This design comes from an exercise in tuning for small area on the open sky130 flow, not from production work.
Function was checked by simulation only, so behaviour that the tests miss may differ from the original.

==> design.v <==
module lpc_mul (
    input  wire [4:0]  d,
    input  wire        top,
    input  wire        c0,
    input  wire        negc0,
    input  wire [9:0]  k,
    input  wire [11:0] pa,
    input  wire [18:0] add,
    output wire [18:0] sum
);
    function [18:0] csa_s(input [18:0] a, input [18:0] b, input [18:0] c);
        csa_s = a ^ b ^ c;
    endfunction
    function [18:0] csa_c(input [18:0] a, input [18:0] b, input [18:0] c);
        csa_c = ((a & b) | (a & c) | (b & c)) << 1;
    endfunction
    wire [9:0]  rw0 = {10{d[0]}} & k;
    wire [9:0]  rw1 = {10{d[1]}} & k;
    wire [9:0]  rw2 = {10{d[2]}} & k;
    wire [9:0]  rw3 = {10{d[3]}} & k;
    wire [9:0]  rw4 = ({10{d[4]}} & k) ^ (top ? 10'h1FF : 10'h200);
    wire [18:0] r0  = {9'd0, ~rw0[9], rw0[8:0]} << 1;
    wire [18:0] r1  = {9'd0, ~rw1[9], rw1[8:0]} << 2;
    wire [18:0] r2  = {9'd0, ~rw2[9], rw2[8:0]} << 3;
    wire [18:0] r3  = {9'd0, ~rw3[9], rw3[8:0]} << 4;
    wire [18:0] r4  = {9'd0, rw4} << 5;
    wire [11:0] pas = c0 ? (negc0 ? {k[9], k, 1'b0} : 12'd0) : pa;
    wire [18:0] ps  = {7'd0, ~pas[11], pas[10:0]};
    wire [18:0] misc = {9'b111011111, negc0 ? 9'h1FF : {4'b0000, top, 4'b0000}, 1'b0};
    wire [18:0] s1 = csa_s(r0, r1, r2),    c1 = csa_c(r0, r1, r2);
    wire [18:0] s2 = csa_s(r3, r4, ps),    c2 = csa_c(r3, r4, ps);
    wire [18:0] s3 = csa_s(add, misc, s1), c3 = csa_c(add, misc, s1);
    wire [18:0] s4 = csa_s(c1, s2, c2),    c4 = csa_c(c1, s2, c2);
    wire [18:0] s5 = csa_s(s3, c3, s4),    c5 = csa_c(s3, c3, s4);
    wire [18:0] s6 = csa_s(s5, c5, c4),    c6 = csa_c(s5, c5, c4);
    reg  [18:0] r;
    reg         cy;
    integer     n;
    always @(*) begin
        cy = 1'b0;
        for (n = 0; n < 19; n = n + 1) begin
            r[n] = s6[n] ^ c6[n] ^ cy;
            cy   = (s6[n] & c6[n]) | (s6[n] & cy) | (c6[n] & cy);
        end
    end
    assign sum = r;
endmodule
module lpc_excitation (
    input  wire       clk,
    input  wire       rst,
    input  wire       step,
    input  wire       unvoiced,
    input  wire [7:0] pitch,       
    output reg  [7:0] exc          
);
    localparam [12:0] LFSR_SEED = 13'h1FFF;
    localparam [167:0] CHIRP = {
        8'h1D, 8'h1F, 8'h25, 8'h1A, 8'h37, 8'h13, 8'h3B, 8'h32, 8'h1A, 8'h44,
        8'h4C, 8'h26, 8'h25, 8'h50, 8'h71, 8'h6C, 8'h4C, 8'h28, 8'h0F, 8'h03,
        8'h00};
    reg [12:0] lfsr;
    reg [7:0]  pitch_count;
    wire        fb = lfsr[12] ^ lfsr[3] ^ lfsr[2] ^ lfsr[0];
    reg  [7:0] pc_inc;
    reg        ge;
    reg        cy;
    integer    n;
    always @(*) begin
        cy = 1'b1;
        for (n = 0; n < 8; n = n + 1) begin
            pc_inc[n] = pitch_count[n] ^ cy;
            cy        = pitch_count[n] & cy;
        end
        ge = 1'b1;                                
        for (n = 0; n < 8; n = n + 1)
            ge = (pc_inc[n] & ~pitch[n]) | (pc_inc[n] & ge) | (~pitch[n] & ge);
    end
    reg [7:0] chirp;
    always @(*) begin
        chirp = 8'd0;
        for (n = 0; n < 21; n = n + 1)
            if (pitch_count == n)
                chirp = chirp | CHIRP[8*n +: 8];
    end
    always @(*) begin
        if (unvoiced)
            exc = fb ? 8'hC0 : 8'h40;
        else
            exc = chirp;
    end
    always @(posedge clk) begin
        if (rst) begin
            lfsr        <= LFSR_SEED;
            pitch_count <= 8'd0;
        end else if (step) begin
            if (unvoiced)
                lfsr <= {lfsr[11:0], fb};
            else
                pitch_count <= ge ? 8'd0 : pc_inc;
        end
    end
endmodule
module lpc_synth (
    input  wire        clk,
    input  wire        rst,
    input  wire        in_valid,
    output wire        in_ready,
    input  wire        unvoiced,
    input  wire [7:0]  pitch,
    input  wire [9:0]  energy,
    input  wire [99:0] k,           
    output reg         out_valid,
    output reg  [9:0]  out_sample
);
    reg        busy;
    reg  [3:0] j;                   
    reg  [2:0] s;                   
    reg        zx;                  
    wire start  = !busy && (j == 4'd0) && in_valid;
    wire act    = busy || start;
    wire last   = busy && (j == 4'd9) && (s == 3'd6);
    wire accept = last && in_valid;
    assign in_ready = last;
    wire       isA = !s[2] && !(s[1] && s[0]);      
    wire       s3  = (s == 3'd3);
    wire [1:0] c   = s[2] ? s[1:0] : (s3 ? 2'd0 : s[1:0]);    
    always @(posedge clk) begin
        if (rst) begin
            busy <= 1'b0;
            j    <= 4'd0;
            s    <= 3'd0;
            zx   <= 1'b1;
        end else if (act) begin
            if (last) begin
                busy <= 1'b0;
                j    <= 4'd3;           
                s    <= 3'd0;
                zx   <= 1'b0;
            end else begin
                busy <= 1'b1;
                if (s == 3'd6) begin
                    s <= 3'd0;
                    j <= j + 4'd1;
                end else begin
                    s <= s + 3'd1;
                end
            end
        end else begin
            j <= (j == 4'd9) ? 4'd0 : j + 4'd1;
        end
    end
    reg  [9:0] prev_energy;
    wire [7:0] exc;
    lpc_excitation u_exc (
        .clk      (clk),
        .rst      (rst),
        .step     (accept),
        .unvoiced (unvoiced),
        .pitch    (pitch),
        .exc      (exc)
    );
    always @(posedge clk) begin
        if (rst)
            prev_energy <= 10'd0;
        else if (accept)
            prev_energy <= energy;
    end
    reg  [149:0] ring;              
    wire [14:0]  r0 = ring[14:0];
    wire [14:0]  r1 = ring[29:15];
    wire [14:0]  r2 = ring[44:30];
    wire [14:0]  r6 = ring[104:90];
    reg  signed [18:0] u;
    reg  [11:0] pa;
    reg  [9:0] kop;
    always @(*) begin
        case (j)
            4'd0:    kop = s[2] ? prev_energy : k[99:90];
            4'd1:    kop = k[89:80];
            4'd2:    kop = k[79:70];
            4'd3:    kop = k[69:60];
            4'd4:    kop = k[59:50];
            4'd5:    kop = k[49:40];
            4'd6:    kop = k[39:30];
            4'd7:    kop = k[29:20];
            4'd8:    kop = k[19:10];
            default: kop = k[9:0];
        endcase
    end
    reg  [4:0] dig;
    always @(*) begin
        if (isA) begin
            case (c)
                2'd0:    dig = r0[4:0];
                2'd1:    dig = r1[9:5];
                default: dig = r2[14:10];
            endcase
            dig = ~(zx ? 5'd0 : dig);
        end else if (s3) begin
            dig = 5'd0;
        end else if (j == 4'd0) begin
            case (c)
                2'd0:    dig = 5'd0;
                2'd1:    dig = {exc[3:0], 1'b0};
                default: dig = {exc[7], exc[7:4]};
            endcase
        end else begin
            case (c)
                2'd0:    dig = u[4:0];
                2'd1:    dig = u[9:5];
                default: dig = u[14:10];
            endcase
        end
    end
    reg  [18:0] opb;
    always @(*) begin
        if (s3)
            opb = u;
        else if (c != 2'd2)
            opb = 19'd0;
        else if (isA)
            opb = (j == 4'd0) ? 19'd0 : u;
        else if (j == 4'd0)
            opb = u;
        else
            opb = zx ? 19'd0 : {4'd0, r6};
    end
    wire [18:0] sum;
    lpc_mul u_mul (
        .d     (dig),
        .top   (c == 2'd2),
        .c0    (c == 2'd0),
        .negc0 (isA && c == 2'd0),
        .k     (kop),
        .pa    (pa),
        .add   (opb),
        .sum   (sum)
    );
    always @(posedge clk) begin
        pa <= sum[16:5];
        if (act && (s == 3'd2 || (s == 3'd6 && j == 4'd0)))
            u <= sum;
    end
    always @(posedge clk) begin
        ring <= {ring[134:0], ring[149:135]};
        if (act && (s == 3'd6 || (s3 && j == 4'd9)))
            ring[119:105] <= sum[14:0];
    end
    always @(posedge clk) begin
        if (rst)
            out_valid <= 1'b0;
        else
            out_valid <= accept;
    end
    always @(*) begin
        if (!u[18] && u[17:11] != 7'd0)
            out_sample = 10'h1FF;
        else if (u[18] && u[17:11] != 7'h7F)
            out_sample = 10'h200;
        else
            out_sample = u[11:2];
    end
endmodule
==> run.sh <==
#!/bin/bash
# synth_recipe.tcl (not shown) runs the flow's synth.tcl, then flattens the netlist and writes it again
# the make line also repeats each setting of config.mk as NAME=value (left out here)
make -C /OpenROAD-flow-scripts/flow DESIGN_CONFIG=/design/flow/config.mk WORK_HOME=/design/flow/orfs CLKGATE_MAP_FILE= SYNTH_SCRIPT=/design/flow/synth_recipe.tcl finish
==> config.mk <==
export PLATFORM = sky130hd
export DESIGN_NAME = lpc_synth
export DESIGN_NICKNAME = lpc_synth
export VERILOG_FILES = /design/flow/design.v
export SDC_FILE = /design/flow/constraint.sdc
export NUM_CORES = 4
export LEC_CHECK = 0
export CAP_MARGIN = 20
export CORE_MARGIN = 2
export CORE_UTILIZATION = 60
export CTS_BUF_LIST = sky130_fd_sc_hd__clkbuf_16
export CTS_CLUSTER_DIAMETER = 100
export CTS_CLUSTER_SIZE = 20
export SLEW_MARGIN = 20
==> constraint.sdc <==
create_clock -name core_clock -period 12.0 [get_ports {clk}]
set_input_delay 2.4000 -clock core_clock [delete_from_list [all_inputs] [get_ports {clk}]]
set_output_delay 2.4000 -clock core_clock [all_outputs]
set_load 0.01 [all_outputs]
==> metrics.yaml, run 1 <==
cts.clk_slew.worst_paths_ns: 0.08
drc: 0
tns_ns: 0
final_max_slew_viol_count: 0
avgSynthCellArea_sq_um: 10.3
ctsLongestPathBuffers: 3
dp_hpwl_um: 20200
rsz0062_at_grt: "false"
crit_required_ns: 12.23
fin_crit_ns: 11.58
fin_nets: 1374
drt_iter0_drc: 728
slowest_delay_ns: 0.57
synthSimpleGateAreaFrac_pct: 12.6
post-route-period-util_pct: 96.5
syn_area_sq_um: 10600
r2r_start: "s[1]"
r2r-end: "u[18]"
worstHoldStart: "ring[140]"
place.gp.congestion: 0.954
ys_warn_count: 3
worstMarginPinSlew_ns: 1.06
path_class: "in -> reg"
synthFlopType: "dfxtp_1"
final.hold.worst_slack_ns: 0.320
seq_area_sq_um: 4630
cap_violations: 0
ys_async_sr_fraction_pct: 0
synth_top_family_by_area: "adder cells"
antenna_left: 0
dr.pass1.iters: 6
vias: 8147
routed_wl_um: 27000
synth_enable_flop_cells: 19
drive_gt1_share_pct: 6.35
synth_cell_types: 73
ios: 134
place_area_sq_um: 12100
avgRoutedWirePerCell_um: 19.7
core_sq_um: 17200
holdCritPathClass: "reg -> reg"
syn_inst: 1027
crit_end: "u[18]"
grt_overflow: 0
multi_input_area_sq_um: 5310
grt_max_degree: 40
area_growth_pct: 18.7
cp-end-kind: "register"
grt_antenna_before_repair: 0
cts_tree: "built"
start_util_pct: 61.3
rows: 48
die_area_sq_um: 18700
ys_seq_area_share_pct: 43.9
grt_pass1_vias: 8017
grt_pass1_wl_um: 42600
rrSetupSlack_ns: 1.35
crit_start: "k[90]"
die_h_um: 137
max_freq_ghz: 0.0863
outcome: "timing/DRC/antenna clean"
ys_ff_latch: 222
io_buffers: 133
worstPathMaxFanout: 2
reg2reg_depth: 37
root_buffer: "clkbuf_16"
synth_compound_area_share_pct: 15.7
n_fill_cell: 1298
fin_area_sq_um: 12500
hold_viol: 0
critPathMostFrequentCell: "fa_1"
die_width_um: 137
cp_slowest_cell: "fa_1"
grt.total_usage_pct: 29.8
arrival_ns: 11.81
synthAdderAreaFrac_pct: 18.1
setup_violations: 0
h-tree-depth: 1
finClkSkew_ns: 0.0248
via_per_inst: 5.93
diodes: 0
synth_xor_area_share_pct: 0.877
synth_mux_area_share_pct: 2.71
cts_sinks: 222
cts-hold-fix-buffers: 0
ctsResizeCount: 0
clkLatencyLatePin_ns: 0.48
cts_made_buffers: 15
max_slew_margin_pct: 29.3
post-cts-setup-buffer-count: 0
final_util_pct: 72.7
start_kind: "input port"
-- flip-flops by register name, indices dropped and copies added (netlist names) --
signal and count:
busy 1, j 4, out_valid 1, pa 12, prev_energy 10, ring 150, s 3, u 19
u_exc.lfsr 13, u_exc.pitch_count 8, zx 1
-- per-layer routing --
layer	share of wire [%]	vias to the layer above	global-route usage, %
li1	-	3776	-
met4	3.1	0	8.56
met1	43	3963	41.8
met3	6.7	70	4.07
met2	47	338	48.4
met5	0	-	0
-- Yosys cell counts, types with 5 or more instances --
| master | n | area (sq um) |
|---|---|---|
| nor2b_1 | 12 | 75.1 |
| and3_1 | 5 | 31.3 |
| clkbuf_1 | 21 | 78.8 |
| a211o_1 | 6 | 52.6 |
| nand2_1 | 99 | 372 |
| o211ai_1 | 11 | 82.6 |
| mux2_2 | 13 | 146 |
| ha_1 | 36 | 450 |
| o21a_1 | 12 | 90.1 |
| a22o_1 | 9 | 78.8 |
| mux2i_1 | 14 | 140 |
| nand3b_1 | 15 | 113 |
| a32o_1 | 7 | 70.1 |
| nand2b_1 | 17 | 106 |
| a31oi_1 | 8 | 50.1 |
| and3b_1 | 6 | 52.6 |
| nor2_1 | 44 | 165 |
| and2_1 | 5 | 31.3 |
| buf_2 | 33 | 165 |
| fa_1 | 72 | 1440 |
| nor3_1 | 9 | 45.0 |
| a221oi_1 | 10 | 87.6 |
| a22oi_1 | 33 | 248 |
| o2111ai_1 | 5 | 43.8 |
| xnor2_1 | 5 | 43.8 |
| inv_1 | 100 | 375 |
| nor4_1 | 6 | 37.5 |
| dfxtp_1 | 203 | 4060 |
| edfxtp_1 | 19 | 571 |
| a21oi_1 | 41 | 205 |
| o21ai_0 | 46 | 230 |
| o22ai_1 | 8 | 50.1 |
| a222oi_1 | 7 | 70.1 |
| nand3_1 | 22 | 110 |
-- final cells by class --
class	instances	area share [%]
clock buffer	15	2.99
clock inverter	7	0.379
inverter	101	3.02
multi-input combinational	647	42.3
sequential	222	37.0
tap	225	2.25
timing repair buffer	157	12.1
-- cells by family after synthesis --
kind of cell	Yosys count
and+or+nand+nor	263
muxes	27
DFF	222
xor gates and xnor gates	9
buffers and inverters	158
adders and majority gates	110
AOI/OAI and AO/OA	238
-- worst min path at each step --
stage | cells past startpoint | slack [ns] | end
2_1_floorplan | 0 | 0.31 | ring[0]
3_3_place_gp | 0 | 0.31 | ring[66]
3_5_place_dp | 0 | 0.31 | ring[104]
4_1_cts | 0 | 0.32 | ring[5]
5_1_grt | 0 | 0.32 | ring[5]
6_report | 0 | 0.32 | ring[5]
-- through the flow --
step | setup WS (ns) | instances
2_1_floorplan | 0.557 | 1027
3_3_place_gp | -0.126 | 1352
3_5_place_dp | -0.225 | 1352
4_1_cts | 0.199 | 1374
5_1_grt | 0.0309 | 1374
6_report | 0.417 | 1374
-- critical path: cells and delay by family --
kind / cells / cell delay, ns
adder cells (fa/ha/maj): 19 / 7.22
buffers and inverters: 8 / 0.82
XOR/XNOR: 2 / 0.28
multiplexers: 1 / 0.30
AO/OA/AOI/OAI: 4 / 0.77
-- cells in the final DEF, fill, tap and decap left out, types with 24 or more instances in the layout --
cell and instances:
a21oi_1 41, nor2_1 44, a22oi_1 33, ha_1 36, dfxtp_1 203, buf_4 24
fa_1 70, o21ai_0 46, clkdlybuf4s50_1 133, nand2_1 99, inv_1 105
==> run 2: changes to the inputs <==
--- a/config.mk
+++ b/config.mk
@@ -6,9 +6,9 @@
 export NUM_CORES = 4
 export LEC_CHECK = 0
-export CAP_MARGIN = 20
+export CAP_MARGIN = 0
 export CORE_MARGIN = 2
 export CORE_UTILIZATION = 60
 export CTS_BUF_LIST = sky130_fd_sc_hd__clkbuf_16
 export CTS_CLUSTER_DIAMETER = 100
-export CTS_CLUSTER_SIZE = 20
-export SLEW_MARGIN = 20
+export CTS_CLUSTER_SIZE = 25
+export SLEW_MARGIN = 0
==> run 2 against run 1 <==
Net effect:
- utilization down 0.26 points
- highest routed layer unchanged
- non-clock buffer count stayed put
- sequential cell count is the same
- count of clock-buffer cells in the layout down 2
- critical path type unchanged
- largest cell class unchanged
==> metrics.yaml, run 2 <==
outcome: "timing/DRC/antenna clean"
rsz0062_at_grt: "false"
area_growth_pct: 18.3
core_sq_um: 17200  # unchanged
grt_antenna_before_repair: 0  # unchanged
syn_area_sq_um: 10600  # unchanged
die_area_sq_um: 18700  # unchanged
synth_top_family_by_area: "adder cells"
largest-register: "ring"
fin_nets: 1372  # -0.15%
max_slew_margin_pct: 29.9  # +0.56 points
synth_cell_types: 73  # unchanged
n_fill_cell: 1309  # +0.85%
ys_seq_area_share_pct: 43.9  # unchanged
crit_required_ns: 12.22  # about the same
yosys-top-cells-count: "dfxtp_1, inv_1, nand2_1"
finClkSkew_ns: 0.0246  # -0.000252 ns
largest_register_ffs: 150  # unchanged
avgSynthCellArea_sq_um: 10.3  # unchanged
final_max_slew_viol_count: 0  # unchanged
layout_commonest_cell: "dfxtp_1"
synth_top_area_share_pct: 38.5  # unchanged
place.gp.congestion: 0.954  # unchanged
routed_wl_um: 26800  # -0.88%
final.hold.worst_slack_ns: 0.319  # -0.00126 ns
max_freq_ghz: 0.0861  # -0.23%
dp_cells: 1352  # unchanged
slowest_delay_ns: 0.57  # about the same
synthAdderAreaFrac_pct: 18.1  # unchanged
min_delay_path_depth: 0  # unchanged
synth_enable_flop_cells: 19  # unchanged
drive_gt1_share_pct: 6.20  # -0.16 points
yosys.area.top_type: "dfxtp_1"
synthSimpleGateAreaFrac_pct: 12.6  # unchanged
cts_sinks: 222  # unchanged
cts_tree: "built"
avgRoutedWirePerCell_um: 19.5  # -0.74%
root_buffer: "clkbuf_16"
synth_most_common_cell: "dfxtp_1"
synth_mux_area_share_pct: 2.71  # unchanged
post-route-period-util_pct: 96.7  # +0.22 points
cts_made_buffers: 13  # -2
synth_xor_area_share_pct: 0.877  # unchanged
cp_slowest_cell: "fa_1"
seq_area_sq_um: 4630  # unchanged
clkLatencyLatePin_ns: 0.48  # about the same
dp_hpwl_um: 20200  # unchanged
path_buf_inv: 8  # unchanged
tns_ns: 0  # unchanged
stdcell_count: 1372  # -0.15%
ys_async_sr_fraction_pct: 0  # unchanged
critPathTopFamily: "adder cells"
worstHoldStart: "ring[84]"
die_h_um: 137  # unchanged
drt_iter0_drc: 779  # +7.0%
ios: 134  # unchanged
worstPathMaxFanout: 2  # unchanged
grt_pass1_wl_um: 42300  # -0.73%
post-cts-setup-buffer-count: 0  # unchanged
ys_warn_count: 3  # unchanged
cap_violations: 0  # unchanged
drc: 0  # unchanged
rows: 48  # unchanged
rrSetupSlack_ns: 1.31  # -0.04 ns
critPathMostFrequentCell: "fa_1"
syn_inst: 1027  # unchanged
hold_viol: 0  # unchanged
r2r_start: "s[0]"
setup_violations: 0  # unchanged
start_kind: "input port"
synthFlopType: "dfxtp_1"
reg2reg_depth: 37  # unchanged
grt_overflow: 0  # unchanged
antenna_left: 0  # unchanged
path_class: "in -> reg"
die_width_um: 137  # unchanged
ys_ff_latch: 222  # unchanged
via_per_inst: 5.91  # -0.37%
holdCritPathClass: "reg -> reg"
r2r-end: "u[18]"
ctsLongestPathBuffers: 3  # unchanged
fin_crit_ns: 11.61  # +0.0263 ns
ctsResizeCount: 0  # unchanged
whs_endpoint: "ring[99]"
io_buffers: 133  # unchanged
grt_max_degree: 40  # unchanged
mostFrequentLayoutCells: "dfxtp_1, clkdlybuf4s50_1, inv_1, nand2_1, fa_1"
cts-hold-fix-buffers: 0  # unchanged
synth_compound_area_share_pct: 15.7  # unchanged
h-tree-depth: 1  # unchanged
multi_input_area_sq_um: 5300  # about the same
worstMarginPinSlew_ns: 1.05  # -0.00839 ns
cp-end-kind: "register"
grt.total_usage_pct: 29.5  # -0.25 points
grt_pass1_vias: 7949  # -0.85%
arrival_ns: 11.83  # +0.02 ns
cts.clk_slew.worst_paths_ns: 0.10  # +0.02 ns
vias: 8105  # -0.52%
ys_top_cells_by_area: "dfxtp_1, fa_1, edfxtp_1, ha_1, inv_1"
dr.pass1.iters: 5  # -1
start_util_pct: 61.3  # unchanged
largestRegisters: "ring (150), u (19), u_exc.lfsr (13)"
==> run 2: metal layers <==
metal / share of wire (%) / up-vias / global-route usage (%)
li1: - / 3779 / -
met1: 44 / 3981 / 41.8
met2: 47 / 307 / 47.9
met3: 6.6 / 38 / 3.70
met4: 2.4 / 0 / 8.45
met5: 0 / - / 0
==> run 2: cell type report <==
type	count	area share [%]
clock inverters	6	0.421
clock buffers	13	2.60
repair buffers	157	12.1
multi-input cells	647	42.5
inverters	101	3.04
well taps	225	2.25
diodes	1	0.0200
flip-flops and latches	222	37.1
==> run 2: worst max path at each step <==
stage	startpoint	end	slack (ns)	cells after the start
after floorplan	unvoiced	u[18]	0.56	34
after global placement	k[90]	u[18]	-0.13	34
after detailed placement	k[90]	u[18]	-0.23	34
after CTS	k[90]	u[18]	0.24	34
after global routing	k[90]	u[18]	0.04	34
final	k[90]	u[18]	0.39	34
==> run 2: kinds of logic after synthesis <==
| logic type | Yosys count |
|---|---|
| AND/OR/NAND/NOR | 263 |
| AO/OA/AOI/OAI | 238 |
| flip-flops | 222 |
| buffers and inverters | 158 |
| adder cells (fa/ha/maj) | 110 |
| multiplexers | 27 |
| XOR/XNOR | 9 |
==> run 2: through the flow <==
stage	area, sq um	util, %	setup slack (ns)
floorplan	10600	-	0.557
global placement	12100	70.2	-0.126
detailed placement	12100	70.2	-0.225
CTS	12500	72.4	0.236
global route	12500	72.4	0.0359
finish	12500	72.5	0.391
==> run 3: changes to the inputs <==
==> flow/run.sh (new file) <==
#!/bin/bash
# The standard layout, with the port buffers that placement inserts
# taken as sky130_fd_sc_hd__buf_1 (the default picks a 10 um2 delay buffer
# for every input and output port). Everything else is the standard flow.
set -euo pipefail
export BUFFER_PORTS_ARGS="-buffer_cell sky130_fd_sc_hd__buf_1"
bash standard.sh "BUFFER_PORTS_ARGS=-buffer_cell sky130_fd_sc_hd__buf_1" finish > standard_flow.log 2>&1
==> standard.sh (new file) <==
#!/bin/bash
# synth_recipe.tcl (not shown) runs the flow's synth.tcl, then flattens the netlist and writes it again
# the make line also repeats each setting of config.mk as NAME=value (left out here)
make -C /OpenROAD-flow-scripts/flow DESIGN_CONFIG=/design/flow/config.mk WORK_HOME=/design/flow/orfs CLKGATE_MAP_FILE= SYNTH_SCRIPT=/design/flow/synth_recipe.tcl "${@:-finish}"
--- a/config.mk
+++ b/config.mk
@@ -12,3 +12,4 @@
 export CTS_CLUSTER_DIAMETER = 100
 export CTS_CLUSTER_SIZE = 25
+export GPL_TIMING_DRIVEN = 0
 export SLEW_MARGIN = 0
removed: run.sh
==> run 3 against run 2 <==
Net effect:
- area after synthesis unchanged
- worst hold slack improved by 0.0061 ns
- worst setup slack gained 0.18 ns
- utilization is 4.0 points lower
- via count grew 1.5%
- first-iteration DRC count shrank 3.0%
- global-route usage decreased by 0.090 points
- register-to-register slack got worse by 0.57 ns
- synthesized cell count unchanged
- maximum frequency increased by 1.6%
- critical endpoint unchanged
==> metrics.yaml, run 3 <==
ys_top_cells_by_area: "dfxtp_1, fa_1, edfxtp_1, ha_1, inv_1"
max_slew_margin_pct: 20.4  # -9.5 points
cts.clk_slew.worst_paths_ns: 0.10  # about the same
die_h_um: 137  # unchanged
drive_gt1_share_pct: 7.51  # +1.3 points
place.gp.congestion: 0.933  # -2.2%
grt_max_degree: 27  # -33%
ios: 134  # unchanged
slowest_delay_ns: 0.56  # about the same
setup_ws_ns: 0.572  # +0.181 ns
fin_crit_ns: 11.43  # -0.181 ns
cts_made_buffers: 12  # -1
arrival_ns: 11.66  # -0.17 ns
drt_iter0_drc: 756  # -3.0%
yosys.area.top_type: "dfxtp_1"
setup_violations: 0  # unchanged
cp_slowest_cell: "fa_1"
hold_viol: 0  # unchanged
grt_pass1_wl_um: 42200  # -0.25%
dp_hpwl_um: 20400  # +0.80%
pre_cts_slack_ns: -0.417  # -0.192 ns
rsz0062_at_grt: "false"
path_class: "in -> reg"
grt_pass1_vias: 7976  # +0.34%
critPathMostFrequentCell: "fa_1"
largest_register_ffs: 150  # unchanged
io_buffers: 132  # -0.75%
die_area_sq_um: 18700  # unchanged
busiest_layer: "met2"
via_per_inst: 5.83  # -1.3%
path_buf_inv: 9  # +1
clkLatencyLatePin_ns: 0.47  # about the same
cp-end-kind: "register"
holdCritPathClass: "reg -> reg"
final_util_pct: 68.4  # -4.0 points
final.hold.worst_slack_ns: 0.325  # +0.00609 ns
ys_seq_area_share_pct: 43.9  # unchanged
final_max_slew_viol_count: 0  # unchanged
synth_enable_flop_cells: 19  # unchanged
yosys-top-cells-count: "dfxtp_1, inv_1, nand2_1"
fin_area_sq_um: 11800  # -5.5%
synthFlopType: "dfxtp_1"
ys_ff_latch: 222  # unchanged
largest-register: "ring"
critPathTopFamily: "adder cells"
cts_sinks: 222  # unchanged
ys_async_sr_fraction_pct: 0  # unchanged
cap_violations: 0  # unchanged
post-route-period-util_pct: 95.2  # -1.5 points
mostFrequentLayoutCells: "dfxtp_1, buf_1, inv_1, nand2_1, fa_1"
vias: 8223  # +1.5%
worstMarginPinSlew_ns: 1.19  # +0.146 ns
core_sq_um: 17200  # unchanged
die_width_um: 137  # unchanged
area_growth_pct: 11.7
start_util_pct: 61.3  # unchanged
syn_area_sq_um: 10600  # unchanged
ctsLongestPathBuffers: 3  # unchanged
finClkSkew_ns: 0.0191  # -0.00545 ns
rows: 48  # unchanged
grt_use_met1_pct: 41.8  # about the same
ys_warn_count: 3  # unchanged
cts-hold-fix-buffers: 0  # unchanged
n_fill_cell: 1387  # +6.0%
synth_top_area_share_pct: 38.5  # unchanged
syn_inst: 1027  # unchanged
place_area_sq_um: 11400  # -5.9%
fin_nets: 1410  # +2.8%
cts_tree: "built"
grt_antenna_before_repair: 1  # +1
crit_required_ns: 12.24  # +0.02 ns
dr.pass1.iters: 5  # unchanged
max_freq_ghz: 0.0875  # +1.6%
start_kind: "input port"
grt_overflow: 0  # unchanged
grt.total_usage_pct: 29.5  # -0.090 points
routed_wl_um: 26700  # -0.21%
h-tree-depth: 1  # unchanged
root_buffer: "clkbuf_16"
grt.met2_usage_pct: 46.7  # -1.2 points
outcome: "timing/DRC/antenna clean"
avgRoutedWirePerCell_um: 18.9  # -3.0%
antenna_left: 0  # unchanged
drc: 0  # unchanged
synth_most_common_cell: "dfxtp_1"
met3_usage_pct: 5.74  # +2.0 points
layout_commonest_cell: "dfxtp_1"
synth_cell_types: 73  # unchanged
largestRegisters: "ring (150), u (19), u_exc.lfsr (13)"
avgSynthCellArea_sq_um: 10.3  # unchanged
worstPathMaxFanout: 6  # +4
==> run 3: cell types whose count changed in the layout (fill, tap and decap cells not counted), moves of 2 or more <==
cell             before  now
buf_2                 0   33
clkdlybuf4s50_1     133    0
inv_1               103  105
buf_1                 0  132
clkbuf_1              0   20
buf_4                24    8
==> run 3: logic make-up after synthesis <==
family / count (synthesis) / share of synthesized area [%]
fa+ha+maj: 110 / 18.1
mux: 27 / 2.71
flops: 222 / 43.9
simple gates: 263 / 12.6
buf+inv: 158 / 6.15
compound gates: 238 / 15.7
xor+xnor: 9 / 0.877
==> run 3: cell type report <==
cell class / instances / area (sq um) / share of cell area, %
diodes: 1 / 2.50 / 0.0212
plain buffers: 57 / 272 / 2.30
well taps: 225 / 282 / 2.39
flip-flops and latches: 222 / 4630 / 39.3
repair buffers: 139 / 568 / 4.81
clock buffers: 13 / 325 / 2.76
clock inverters: 6 / 22.5 / 0.191
multi-input cells: 647 / 5310 / 45.0
inverters: 101 / 379 / 3.21
==> run 3: path summary, 6_finish.rpt <==
path | endpoint | depth (start not counted) | slack [ns] | start
min | ring[60] | 0 | 0.32 | ring[45]
min reg2reg | ring[60] | 0 | 0.32 | ring[45]
max reg2reg | u[18] | 39 | 0.74 | s[1]
max | u[18] | 35 | 0.57 | k[92]
==> run 3: repair_timing <==
action                                  4_1_cts  5_1_grt
endpoints found under the setup margin        0        3
gates resized for setup                       0        6
buffers inserted                              0        6
==> run 3: per-stage QoR <==
step | TNS (ns) | cells
2_1_floorplan | 0 | 1027
3_3_place_gp | -0.464 | 1384
3_5_place_dp | -0.704 | 1385
4_1_cts | 0 | 1404
5_1_grt | 0 | 1410
6_report | 0 | 1411
==> run 3: metal layers <==
metal	wire length (um)	up-vias
met5	0	-
met1	12000	3997
li1	-	3855
met2	12000	324
met3	2020	47
met4	632	0
==> run 4: changes to the inputs <==
==> flow/run.sh (replaced) <==
#!/bin/bash
# The standard layout with three changes to how it is made:
#  - the port buffers that placement inserts are sky130_fd_sc_hd__buf_1
#    (the default picks a 10 um2 delay buffer for every input and output);
#  - the buffers that synthesis inserts are removed at floorplan, and the
#    resizer buffers what it needs afterwards;
#  - synthesis skips Yosys's generic "abc -fast" before the full-adder
#    extraction, so that the carry-save adders map to full-adder cells
#    without inverters between them (registers are unaffected).
# The synthesis script, floorplan, power grid, placement, CTS and routing
# are otherwise the standard flow's own (standard.sh).
set -euo pipefail
export BUFFER_PORTS_ARGS="-buffer_cell sky130_fd_sc_hd__buf_1"
export REMOVE_ABC_BUFFERS=1
export SYNTH_ARGS=-noabc
bash standard.sh "BUFFER_PORTS_ARGS=-buffer_cell sky130_fd_sc_hd__buf_1" \
    REMOVE_ABC_BUFFERS=1 SYNTH_ARGS=-noabc finish > standard_flow.log 2>&1
==> run 4 against run 3 <==
Net effect:
- critical path depth fell by 8
- wire length fell by 8.7%
- maximum frequency fell by 2.4%
==> metrics.yaml, run 4 <==
outcome: "timing/DRC/antenna clean"
path_class: "in -> reg"
grt_pass1_wl_um: 39200  # -7.0%
largestRegisters: "ring (150), u (19), u_exc.lfsr (13)"
largest-register: "ring"
final_max_slew_viol_count: 0  # unchanged
synth_cell_types: 70  # -4.1%
worstHoldStart: "ring[73]"
ys_top_cells_by_area: "dfxtp_1, fa_1, edfxtp_1, ha_1, nand2_1"
avgRoutedWirePerCell_um: 19.6  # +3.6%
drive_gt1_share_pct: 8.60  # +1.1 points
cts-hold-fix-buffers: 0  # unchanged
r2r_start: "s[2]"
max_freq_ghz: 0.0854  # -2.4%
fin_nets: 1251  # -11%
cts_tree: "built"
start_kind: "input port"
rrSetupSlack_ns: 0.68  # -0.06 ns
grt.total_usage_pct: 27.4  # -2.0 points
cts.clk_slew.worst_paths_ns: 0.09  # about the same
min_delay_path_depth: 0  # unchanged
worstPathMaxFanout: 7  # +1
whs_endpoint: "ring[88]"
yosys.area.top_type: "dfxtp_1"
root_buffer: "clkbuf_16"
area_growth_pct: 10.6
cts_sinks: 222  # unchanged
synth_top_area_share_pct: 40.1  # +1.6 points
ys_seq_area_share_pct: 45.7  # +1.8 points
layout_commonest_cell: "dfxtp_1"
yosys-top-cells-count: "dfxtp_1, nand2_1, fa_1"
worstMarginPinSlew_ns: 1.05  # -0.147 ns
synth_most_common_cell: "dfxtp_1"
ys_async_sr_fraction_pct: 0  # unchanged
pre_cts_slack_ns: -1.47  # -1.05 ns
via_per_inst: 5.98  # +2.6%
n_fill_cell: 1260  # -9.2%
ctsLongestPathBuffers: 3  # unchanged
cts_made_buffers: 12  # unchanged
crit_required_ns: 12.23  # about the same
ys_ff_latch: 222  # unchanged
cp-end-kind: "register"
grt_overflow: 0  # unchanged
diodes: 0  # -1
place.gp.congestion: 0.879  # -5.8%
cap_violations: 0  # unchanged
rows: 47  # -2.1%
r2r-end: "u[18]"
holdCritPathClass: "reg -> reg"
largest_register_ffs: 150  # unchanged
setup_ws_ns: 0.291  # -0.280 ns
max_slew_margin_pct: 30.1  # +9.7 points
final_util_pct: 67.9  # -0.59 points
final.hold.worst_slack_ns: 0.329  # +0.00388 ns
mostFrequentLayoutCells: "dfxtp_1, buf_1, nand2_1, fa_1, inv_1"
dp_hpwl_um: 18100  # -11%
finClkSkew_ns: 0.0138  # -0.00531 ns
avgSynthCellArea_sq_um: 11.1  # +8.0%
synth_enable_flop_cells: 19  # unchanged
die_area_sq_um: 18000  # -3.9%
arrival_ns: 11.94  # +0.28 ns
syn_inst: 913  # -11%
fin_crit_ns: 11.71  # +0.280 ns
grt_antenna_before_repair: 0  # -1
die_width_um: 134  # -2.0%
setup_violations: 0  # unchanged
synthFlopType: "dfxtp_1"
grt_max_degree: 37  # +37%
post-route-period-util_pct: 97.6  # +2.3 points
antenna_left: 0  # unchanged
drt_iter0_drc: 648  # -14%
grt_pass1_vias: 7514  # -5.8%
die_h_um: 134  # -2.0%
io_buffers: 133  # +0.76%
drc: 0  # unchanged
clkLatencyLatePin_ns: 0.47  # about the same
ys_warn_count: 3  # unchanged
hold_viol: 0  # unchanged
rsz0062_at_grt: "false"
reg2reg_depth: 28  # -28%
h-tree-depth: 1  # unchanged
routed_wl_um: 24400  # -8.7%
start_util_pct: 61.4  # +0.088 points
vias: 7431  # -9.6%
syn_area_sq_um: 10100  # -4.0%
core_sq_um: 16500  # -4.1%
dr.pass1.iters: 6  # +1
ios: 134  # unchanged
## run 4: cell types whose count changed after synthesis, moves of 8 or more
cell	before	now
mux2i_1	14	6
nand2_1	99	75
a22o_1	9	22
nor3_1	9	20
a22oi_1	33	12
inv_1	100	42
o22ai_1	8	16
buf_1	0	9
o21ai_0	46	27
buf_2	33	14
mux2_2	13	21
## run 4: cells by family after synthesis
family                   after synthesis  share of synthesized area (%)
buffers and inverters                 90                           3.58
AND/OR/NAND/NOR                      227                           11.0
multiplexers                          27                           2.92
XOR/XNOR                              19                           1.78
AO/OA/AOI/OAI                        215                           15.7
flip-flops                           222                           45.7
adder cells (fa/ha/maj)              113                           19.3
## run 4: what timing repair did
item / CTS / global route
setup buffers: 2 / 0
pin swaps: 3 / 11
resized for setup: 21 / 7
endpoints found under the hold margin: 0 / 0
setup endpoints to repair: 4 / 2
## run 4: final cells by class
cell class	count	area, sq um	share of cell area [%]
well taps	220	275	2.45
repair buffers	138	547	4.88
flip-flops and latches	222	4630	41.3
clock buffers	13	325	2.90
clock inverters	7	27.5	0.245
inverters	42	158	1.41
multi-input cells	601	5250	46.8
## run 4: worst max path at each step
stage          endpoint  cells after the start  startpoint  slack [ns]
3_5_place_dp      u[18]                     27    unvoiced       -1.47
3_3_place_gp      u[18]                     25        s[2]       -1.76
4_1_cts           u[18]                     27    unvoiced        0.05
5_1_grt           u[18]                     27    unvoiced        0.05
6_report          u[18]                     27    unvoiced        0.29
2_1_floorplan     u[18]                     25    unvoiced       -0.71
## run 4: critical path: stages
cell	delay [ns]
buf_2	0.15
or4_4	0.54
or3_4	0.39
o31a_1	0.34
a21oi_2	0.14
ha_1	0.27
fa_1	0.57
fa_1	0.43
ha_1	0.29
ha_1	0.23
fa_2	0.41
fa_2	0.40
fa_2	0.36
fa_2	0.41
fa_2	0.40
fa_2	0.36
fa_2	0.40
fa_2	0.36
fa_2	0.40
fa_2	0.40
fa_2	0.40
fa_2	0.41
fa_2	0.40
fa_2	0.38
fa_2	0.41
xnor2_2	0.14
xnor2_1	0.12
## run 4: per-layer routing
| layer | vias up | share of wire [%] | global-route usage (%) |
|---|---|---|---|
| met5 | - | 0 | 0 |
| met4 | 0 | 1.9 | 5.38 |
| met3 | 45 | 7.7 | 5.33 |
| met2 | 313 | 48 | 46.2 |
| met1 | 3628 | 43 | 37.3 |
| li1 | 3445 | - | - |
## run 4: metrics by stage
| step | cell area, sq um | setup TNS (ns) | std cells |
|---|---|---|---|
| after detailed placement | 10700 | -4.68 | 1220 |
| after CTS | 11200 | 0 | 1242 |
| after global routing | 11200 | 0 | 1243 |
| after global placement | 10700 | -7.30 | 1218 |
| final | 11200 | 0 | 1243 |
| after floorplan | 9930 | -1.25 | 865 |
==> run 5: changes to the inputs <==
--- a/design.v
+++ b/design.v
@@ -114,10 +114,10 @@
 );
     reg        busy;
-    reg  [3:0] j;                   
+    reg  [9:0] jh;                  
     reg  [2:0] s;                   
     reg        zx;                  
-    wire start  = !busy && (j == 4'd0) && in_valid;
+    wire start  = !busy && jh[0] && in_valid;
     wire act    = busy || start;
-    wire last   = busy && (j == 4'd9) && (s == 3'd6);
+    wire last   = busy && jh[9] && (s == 3'd6);
     wire accept = last && in_valid;
     assign in_ready = last;
@@ -128,5 +128,5 @@
         if (rst) begin
             busy <= 1'b0;
-            j    <= 4'd0;
+            jh   <= 10'd1;
             s    <= 3'd0;
             zx   <= 1'b1;
@@ -134,5 +134,5 @@
             if (last) begin
                 busy <= 1'b0;
-                j    <= 4'd3;           
+                jh   <= 10'd8;          
                 s    <= 3'd0;
                 zx   <= 1'b0;
@@ -140,6 +140,6 @@
                 busy <= 1'b1;
                 if (s == 3'd6) begin
-                    s <= 3'd0;
-                    j <= j + 4'd1;
+                    s  <= 3'd0;
+                    jh <= {jh[8:0], jh[9]};
                 end else begin
                     s <= s + 3'd1;
@@ -147,5 +147,5 @@
             end
         end else begin
-            j <= (j == 4'd9) ? 4'd0 : j + 4'd1;
+            jh <= {jh[8:0], jh[9]};
         end
     end
@@ -174,17 +174,9 @@
     reg  [11:0] pa;
     reg  [9:0] kop;
-    always @(*) begin
-        case (j)
-            4'd0:    kop = s[2] ? prev_energy : k[99:90];
-            4'd1:    kop = k[89:80];
-            4'd2:    kop = k[79:70];
-            4'd3:    kop = k[69:60];
-            4'd4:    kop = k[59:50];
-            4'd5:    kop = k[49:40];
-            4'd6:    kop = k[39:30];
-            4'd7:    kop = k[29:20];
-            4'd8:    kop = k[19:10];
-            default: kop = k[9:0];
-        endcase
+    integer    n;
+    always @(*) begin
+        kop = {10{jh[0] & s[2]}} & prev_energy;
+        for (n = 0; n < 10; n = n + 1)
+            kop = kop | ({10{jh[9-n] & !(n == 9 && s[2])}} & k[10*n +: 10]);
     end
     reg  [4:0] dig;
@@ -199,5 +191,5 @@
         end else if (s3) begin
             dig = 5'd0;
-        end else if (j == 4'd0) begin
+        end else if (jh[0]) begin
             case (c)
                 2'd0:    dig = 5'd0;
@@ -220,6 +212,6 @@
             opb = 19'd0;
         else if (isA)
-            opb = (j == 4'd0) ? 19'd0 : u;
-        else if (j == 4'd0)
+            opb = jh[0] ? 19'd0 : u;
+        else if (jh[0])
             opb = u;
         else
@@ -239,10 +231,10 @@
     always @(posedge clk) begin
         pa <= sum[16:5];
-        if (act && (s == 3'd2 || (s == 3'd6 && j == 4'd0)))
+        if (act && (s == 3'd2 || (s == 3'd6 && jh[0])))
             u <= sum;
     end
     always @(posedge clk) begin
         ring <= {ring[134:0], ring[149:135]};
-        if (act && (s == 3'd6 || (s3 && j == 4'd9)))
+        if (act && (s == 3'd6 || (s3 && jh[9])))
             ring[119:105] <= sum[14:0];
     end
--- a/config.mk
+++ b/config.mk
@@ -9,7 +9,7 @@
 export CORE_MARGIN = 2
 export CORE_UTILIZATION = 60
-export CTS_BUF_LIST = sky130_fd_sc_hd__clkbuf_16
-export CTS_CLUSTER_DIAMETER = 100
-export CTS_CLUSTER_SIZE = 25
+export CTS_BUF_LIST = sky130_fd_sc_hd__clkbuf_8
+export CTS_CLUSTER_DIAMETER = 80
+export CTS_CLUSTER_SIZE = 16
 export GPL_TIMING_DRIVEN = 0
 export SLEW_MARGIN = 0
==> run 5 against run 4 <==
Net effect:
- final cell count grew 1.8%
- area after synthesis is 0.56% lower
- utilization down 0.40 points
- critical path type unchanged
- global-route usage grew 0.21 points
- still clean on timing, DRC and antenna
- first-iteration DRC count decreased by 26%
==> metrics.yaml, run 5 <==
die_area_sq_um: 17900  # -0.54%
synth_top_area_share_pct: 41.5  # +1.4 points
rrSetupSlack_ns: 0.50  # -0.18 ns
cts_tree: "built"
mostFrequentLayoutCells: "dfxtp_1, buf_1, nand2_1, nor2_1, fa_1"
ios: 134  # unchanged
drc: 0  # unchanged
ys_top_cells_by_area: "dfxtp_1, fa_1, edfxtp_1, ha_1, nand2_1"
grt_overflow: 0  # unchanged
crit_start: "unvoiced"
finClkSkew_ns: 0.0236  # +0.00977 ns
synth_compound_area_share_pct: 14.2  # -1.5 points
layout_commonest_cell: "dfxtp_1"
start_kind: "input port"
grt_antenna_before_repair: 0  # unchanged
cts-hold-fix-buffers: 0  # unchanged
synth_most_common_cell: "dfxtp_1"
dr.pass1.iters: 5  # -1
path_class: "in -> reg"
cp-end-kind: "register"
arrival_ns: 11.97  # +0.03 ns
worstPathMaxFanout: 9  # +2
grt_pass1_vias: 7205  # -4.1%
synthAdderAreaFrac_pct: 18.8  # -0.41 points
root_buffer: "clkbuf_8"
top_layer: "met4"
avgSynthCellArea_sq_um: 10.8  # -2.4%
outcome: "timing/DRC/antenna clean"
rows: 47  # unchanged
met3_length_um: 1340  # -29%
synth_cell_types: 68  # -2.9%
synth_mux_area_share_pct: 2.99  # +0.066 points
grt_max_degree: 43  # +16%
place.gp.congestion: 0.907  # +3.2%
grt.total_usage_pct: 27.6  # +0.21 points
largest-register: "ring"
synth_top_family_by_area: "adder cells"
die_width_um: 134  # -0.27%
via_per_inst: 5.74  # -4.0%
rsz0062_at_grt: "false"
wl_met2_um: 11200  # -4.0%
synthFlopType: "dfxtp_1"
cts.clk_slew.worst_paths_ns: 0.10  # about the same
fin_crit_ns: 11.69  # -0.0207 ns
start_util_pct: 61.0  # -0.34 points
fin_area_sq_um: 11100  # -0.59%
hold_viol: 0  # unchanged
grt_pass1_wl_um: 38300  # -2.4%
drt_iter0_drc: 479  # -26%
fin_nets: 1266  # +1.2%
clkLatencyLatePin_ns: 0.53  # +0.06 ns
cts_made_buffers: 18  # +6
largest_register_ffs: 150  # unchanged
place_area_sq_um: 10700  # -0.33%
antenna_left: 0  # unchanged
h-tree-depth: 1  # unchanged
largestRegisters: "ring (150), u (19), u_exc.lfsr (13)"
max_slew_margin_pct: 36.8  # +6.8 points
worstMarginPinSlew_ns: 0.946  # -0.102 ns
synth_xor_area_share_pct: 0.695  # -1.1 points
ys_seq_area_share_pct: 47.2  # +1.4 points
setup_violations: 0  # unchanged
holdCritPathClass: "reg -> reg"
dp_hpwl_um: 17700  # -2.5%
io_buffers: 133  # unchanged
yosys.area.top_type: "dfxtp_1"
area_growth_pct: 10.6  # about the same
ys_async_sr_fraction_pct: 0  # unchanged
ys_ff_latch: 228  # +2.7%
final_util_pct: 67.5  # -0.40 points
synth_enable_flop_cells: 19  # unchanged
m1WireLength_um: 11200  # +7.0%
vias: 7260  # -2.3%
yosys-top-cells-count: "dfxtp_1, nand2_1, fa_1, nor2_1, clkbuf_1"
cap_violations: 0  # unchanged
final.hold.worst_slack_ns: 0.318  # -0.0109 ns
synthSimpleGateAreaFrac_pct: 12.6  # +1.6 points
ys_warn_count: 3  # unchanged
ctsLongestPathBuffers: 3  # unchanged
max_freq_ghz: 0.0856  # +0.18%
drive_gt1_share_pct: 8.52  # -0.085 points
syn_inst: 930  # +1.9%
avgRoutedWirePerCell_um: 19.1  # -2.5%
crit_required_ns: 12.28  # +0.05 ns
cts_sinks: 228  # +2.7%
final_max_slew_viol_count: 0  # unchanged
die_h_um: 134  # -0.27%
r2r_start: "s[2]"
diodes: 0  # unchanged
post-route-period-util_pct: 97.4  # -0.17 points
syn_area_sq_um: 10100  # -0.56%
core_sq_um: 16500  # unchanged
routed_wl_um: 24200  # -0.75%
worstHoldStart: "ring[27]"
-- run 5: path summary, 6_finish.rpt --
| check | end | depth (start not counted) |
|---|---|---|
| setup / recovery | u[18] | 27 |
| hold / removal | ring[42] | 0 |
| setup reg to reg | u[18] | 28 |
| hold reg to reg | ring[42] | 0 |
-- run 5: final cells by class --
class	count	area (sq um)
multi-input cells	613	5110
fillers	1338	5380
well taps	220	275
inverters	38	143
clock inverters	10	51.3
repair buffers	138	558
flip-flops and latches	228	4760
clock buffers	18	248
-- run 5: timing repair --
| item | CTS | global route |
|---|---|---|
| buffers inserted | 2 | 0 |
| resized for setup | 23 | 10 |
| setup endpoints to repair | 4 | 2 |
-- run 5: per-stage QoR --
stage | std cells | worst slack [ns] | TNS (ns)
final | 1265 | 0.312 | 0
after global routing | 1265 | 0.0538 | 0
after CTS | 1265 | 0.0351 | 0
after detailed placement | 1235 | -1.58 | -5.56
after global placement | 1232 | -1.83 | -7.83
after floorplan | 879 | -0.524 | -0.828
-- run 5: kinds of logic after synthesis --
family / Yosys count
AND/OR/NAND/NOR: 267
flip-flops: 228
AO/OA/AOI/OAI: 201
adder cells (fa/ha/maj): 109
buffers and inverters: 89
multiplexers: 28
XOR/XNOR: 8
-- run 5: metal layers --
metal	GRT usage, %	vias to the layer above
met5	0	-
met4	7.21	0
met3	4.49	44
met2	44.8	232
met1	39.0	3541
li1	-	3443
-- run 5: worst max-delay path, cell delays in order --
cell,delay (ns)
buf_2,0.19
or3_4,0.43
or4b_1,0.49
o211a_4,0.20
nor2_1,0.12
ha_1,0.26
fa_1,0.53
fa_1,0.43
ha_1,0.28
ha_1,0.23
fa_2,0.42
fa_2,0.41
fa_2,0.41
fa_2,0.42
fa_2,0.41
fa_2,0.41
fa_2,0.41
fa_2,0.41
fa_2,0.40
fa_2,0.41
fa_2,0.40
fa_2,0.40
fa_2,0.42
fa_2,0.41
fa_2,0.40
xnor2_2,0.14
xnor2_1,0.12
==> run 6: changes to the inputs <==
--- a/config.mk
+++ b/config.mk
@@ -9,7 +9,7 @@
 export CORE_MARGIN = 2
 export CORE_UTILIZATION = 60
-export CTS_BUF_LIST = sky130_fd_sc_hd__clkbuf_8
-export CTS_CLUSTER_DIAMETER = 80
-export CTS_CLUSTER_SIZE = 16
+export CTS_BUF_LIST = sky130_fd_sc_hd__clkbuf_16
+export CTS_CLUSTER_DIAMETER = 100
+export CTS_CLUSTER_SIZE = 25
 export GPL_TIMING_DRIVEN = 0
 export SLEW_MARGIN = 0
==> run 6 against run 5 <==
Net effect:
- still clean on timing, DRC and antenna
- maximum frequency shrank 0.19%
- global-route usage fell by 0.13 points
- final cell count is 0.47% lower
- via count is 0.61% lower
- wire length down 0.43%
- clock skew rose by 0.022 ns
- critical path type unchanged
- critical endpoint unchanged
==> metrics.yaml, run 6 <==
synth_top_family_by_area: "adder cells"
worstPathMaxFanout: 9  # unchanged
ys_top_cells_by_area: "dfxtp_1, fa_1, edfxtp_1, ha_1, nand2_1"
dp_cells: 1235  # unchanged
largest-register: "ring"
final_max_slew_viol_count: 0  # unchanged
die_area_sq_um: 17900  # unchanged
r2r_start: "s[0]"
worstMarginPinSlew_ns: 0.958  # +0.0116 ns
stdcell_count: 1259  # -0.47%
critPathTopFamily: "adder cells"
yosys-top-cells-count: "dfxtp_1, nand2_1, fa_1, nor2_1, clkbuf_1"
largest_register_ffs: 150  # unchanged
top_layer: "met4"
layout_commonest_cell: "dfxtp_1"
arrival_ns: 11.97  # about the same
fin_crit_ns: 11.71  # +0.0220 ns
dp_hpwl_um: 17700  # unchanged
fin_area_sq_um: 11200  # +0.74%
h-tree-depth: 1  # unchanged
r2r-end: "u[18]"
synth_top_area_share_pct: 41.5  # unchanged
syn_area_sq_um: 10100  # unchanged
drive_gt1_share_pct: 8.08  # -0.43 points
synthAdderAreaFrac_pct: 18.8  # unchanged
clkLatencyLatePin_ns: 0.50  # -0.03 ns
core_sq_um: 16500  # unchanged
diodes: 0  # unchanged
post-route-period-util_pct: 97.6  # +0.18 points
synth_most_common_cell: "dfxtp_1"
grt_antenna_before_repair: 0  # unchanged
reg2reg_depth: 29  # +3.6%
cts_made_buffers: 13  # -5
drt_iter0_drc: 463  # -3.3%
critPathMostFrequentCell: "fa_2"
grt_pass1_wl_um: 38200  # -0.18%
place_area_sq_um: 10700  # unchanged
outcome: "timing/DRC/antenna clean"
synthFlopType: "dfxtp_1"
place.gp.congestion: 0.907  # unchanged
wl_met2_um: 11200  # +0.47%
yosys.area.top_type: "dfxtp_1"
cp-end-kind: "register"
met3_length_um: 1330  # -0.97%
start_kind: "input port"
synth_compound_area_share_pct: 14.2  # unchanged
cp_slowest_cell: "fa_1"
ys_ff_latch: 228  # unchanged
synth_enable_flop_cells: 19  # unchanged
io_buffers: 133  # unchanged
m1WireLength_um: 11000  # -1.3%
synth_cell_types: 68  # unchanged
die_h_um: 134  # unchanged
ys_async_sr_fraction_pct: 0  # unchanged
hold_viol: 0  # unchanged
vias: 7216  # -0.61%
setup_violations: 0  # unchanged
crit_start: "unvoiced"
avgRoutedWirePerCell_um: 19.2  # about the same
grt_max_degree: 43  # unchanged
area_growth_pct: 11.4
finClkSkew_ns: 0.0453  # +0.0217 ns
ys_warn_count: 3  # unchanged
rsz0062_at_grt: "false"
cp.depth: 27  # unchanged
cts_tree: "built"
mostFrequentLayoutCells: "dfxtp_1, buf_1, nand2_1, nor2_1, fa_1"
rrSetupSlack_ns: 0.41  # -0.09 ns
antenna_left: 0  # unchanged
synth_mux_area_share_pct: 2.99  # unchanged
rows: 47  # unchanged
grt.total_usage_pct: 27.5  # -0.13 points
crit_end: "u[18]"
holdCritPathClass: "reg -> reg"
ios: 134  # unchanged
ys_seq_area_share_pct: 47.2  # unchanged
drc: 0  # unchanged
dr.pass1.iters: 6  # +1
ctsLongestPathBuffers: 3  # unchanged
cts-hold-fix-buffers: 0  # unchanged
routed_wl_um: 24100  # -0.43%
grt_overflow: 0  # unchanged
cap_violations: 0  # unchanged
cts_sinks: 228  # unchanged
path_class: "in -> reg"
crit_required_ns: 12.26  # -0.02 ns
root_buffer: "clkbuf_16"
synth_xor_area_share_pct: 0.695  # unchanged
fin_nets: 1261  # -0.39%
max_slew_margin_pct: 36.1  # -0.77 points
largestRegisters: "ring (150), u (19), u_exc.lfsr (13)"
avgSynthCellArea_sq_um: 10.8  # unchanged
cts.clk_slew.worst_paths_ns: 0.10  # about the same
path_buf_inv: 1  # unchanged
grt_pass1_vias: 7173  # -0.44%
max_freq_ghz: 0.0854  # -0.19%
die_width_um: 134  # unchanged
synthSimpleGateAreaFrac_pct: 12.6  # unchanged
syn_inst: 930  # unchanged
slowest_delay_ns: 0.53  # about the same
start_util_pct: 61.0  # unchanged
via_per_inst: 5.73  # -0.13%
## run 6: cell counts after synthesis
Identical to the previous run, type by type.
## run 6: cell families after synthesis
group | count (synthesis)
simple gates | 267
flops | 228
compound gates | 201
fa+ha+maj | 109
buf+inv | 89
mux | 28
xor+xnor | 8
## run 6: worst reg2reg max path, delay by kind of cell, from the launching register on
kind	cells	cell delay, ns
DFF	1	0.78
xor gates and xnor gates	2	0.26
AOI/OAI and AO/OA	3	0.97
adders and majority gates	21	8.17
and+or+nand+nor	3	1.16
## run 6: worst min path at each step
stage | from | end | slack (ns) | cells after the start
after floorplan | ring[135] | ring[0] | 0.31 | 0
after global placement | ring[75] | ring[90] | 0.31 | 0
after detailed placement | ring[120] | ring[135] | 0.31 | 0
after CTS | ring[108] | ring[123] | 0.31 | 0
after global routing | ring[108] | ring[123] | 0.32 | 0
final | ring[108] | ring[123] | 0.31 | 0
## run 6: through the flow
stage	setup WS, ns	utilization, %	TNS [ns]	hold slack [ns]
2_1_floorplan	-0.524	-	-0.828	0.310
3_3_place_gp	-1.83	64.4	-7.83	0.310
3_5_place_dp	-1.58	64.8	-5.56	0.312
4_1_cts	0.0454	67.7	0	0.310
5_1_grt	0.00461	68.0	0	0.319
6_report	0.290	68.0	0	0.306
## run 6: final cells by class
type                    instances  area, sq um
clock buffers                  13          325
clock inverters                 9         57.6
flip-flops and latches        228         4760
repair buffers                138          558
inverters                      38          143
multi-input cells             613         5110
well taps                     220          275
fillers                      1319         5300
## run 6: per-layer routing
metal,vias up,track usage (%)
met4,0,6.97
met3,42,3.96
li1,3437,-
met2,233,44.9
met5,-,0
met1,3504,39.0
## run 6: what timing repair did
item	CTS	global route
setup endpoints to repair	4	2
gates resized for setup	22	10
buffers inserted	2	0

[separate check: timing with driven ports]
The flow's constraints put no driver on any port. The routed layouts listed below were extracted and timed again, unchanged, in two steps.
Step 1: set_driving_cell puts a clkbuf_16 on clk and a buf_2 on each other input, an assumption about the parent block.
Step 2 times the ports against the registers' clock, not the clock port: input delays grow and output delays shrink by t, the midpoint of the rising clock arrivals with the driver on.
Slacks: ideal ports / drivers / drivers and shift; pairs: ideal ports / drivers.
run	t (ns)	setup slack, ns	worst setup path at the end	clock arrival spread, ns	cell pins on the clock port's net
run 1	0.514	0.417 / 0.437 / -0.078	input to register	0.024 / 0.025	1
run 2	0.518	0.391 / 0.409 / -0.109	input to register	0.025 / 0.025	1
run 3	0.508	0.572 / 0.591 / 0.082	input to register	0.019 / 0.019	1
run 4	0.509	0.291 / 0.316 / -0.193	input to register	0.014 / 0.014	1
run 5	0.558	0.312 / 0.333 / -0.225	input to register	0.024 / 0.025	1
run 6	0.524	0.290 / 0.316 / -0.208	input to register	0.045 / 0.045	1
With both steps, setup timing fails in 5 of these runs, where it was met with ideal ports. For run 5, which loses most, drivers alone change the setup slack by +0.021 ns; drivers and shift together by -0.537 ns.
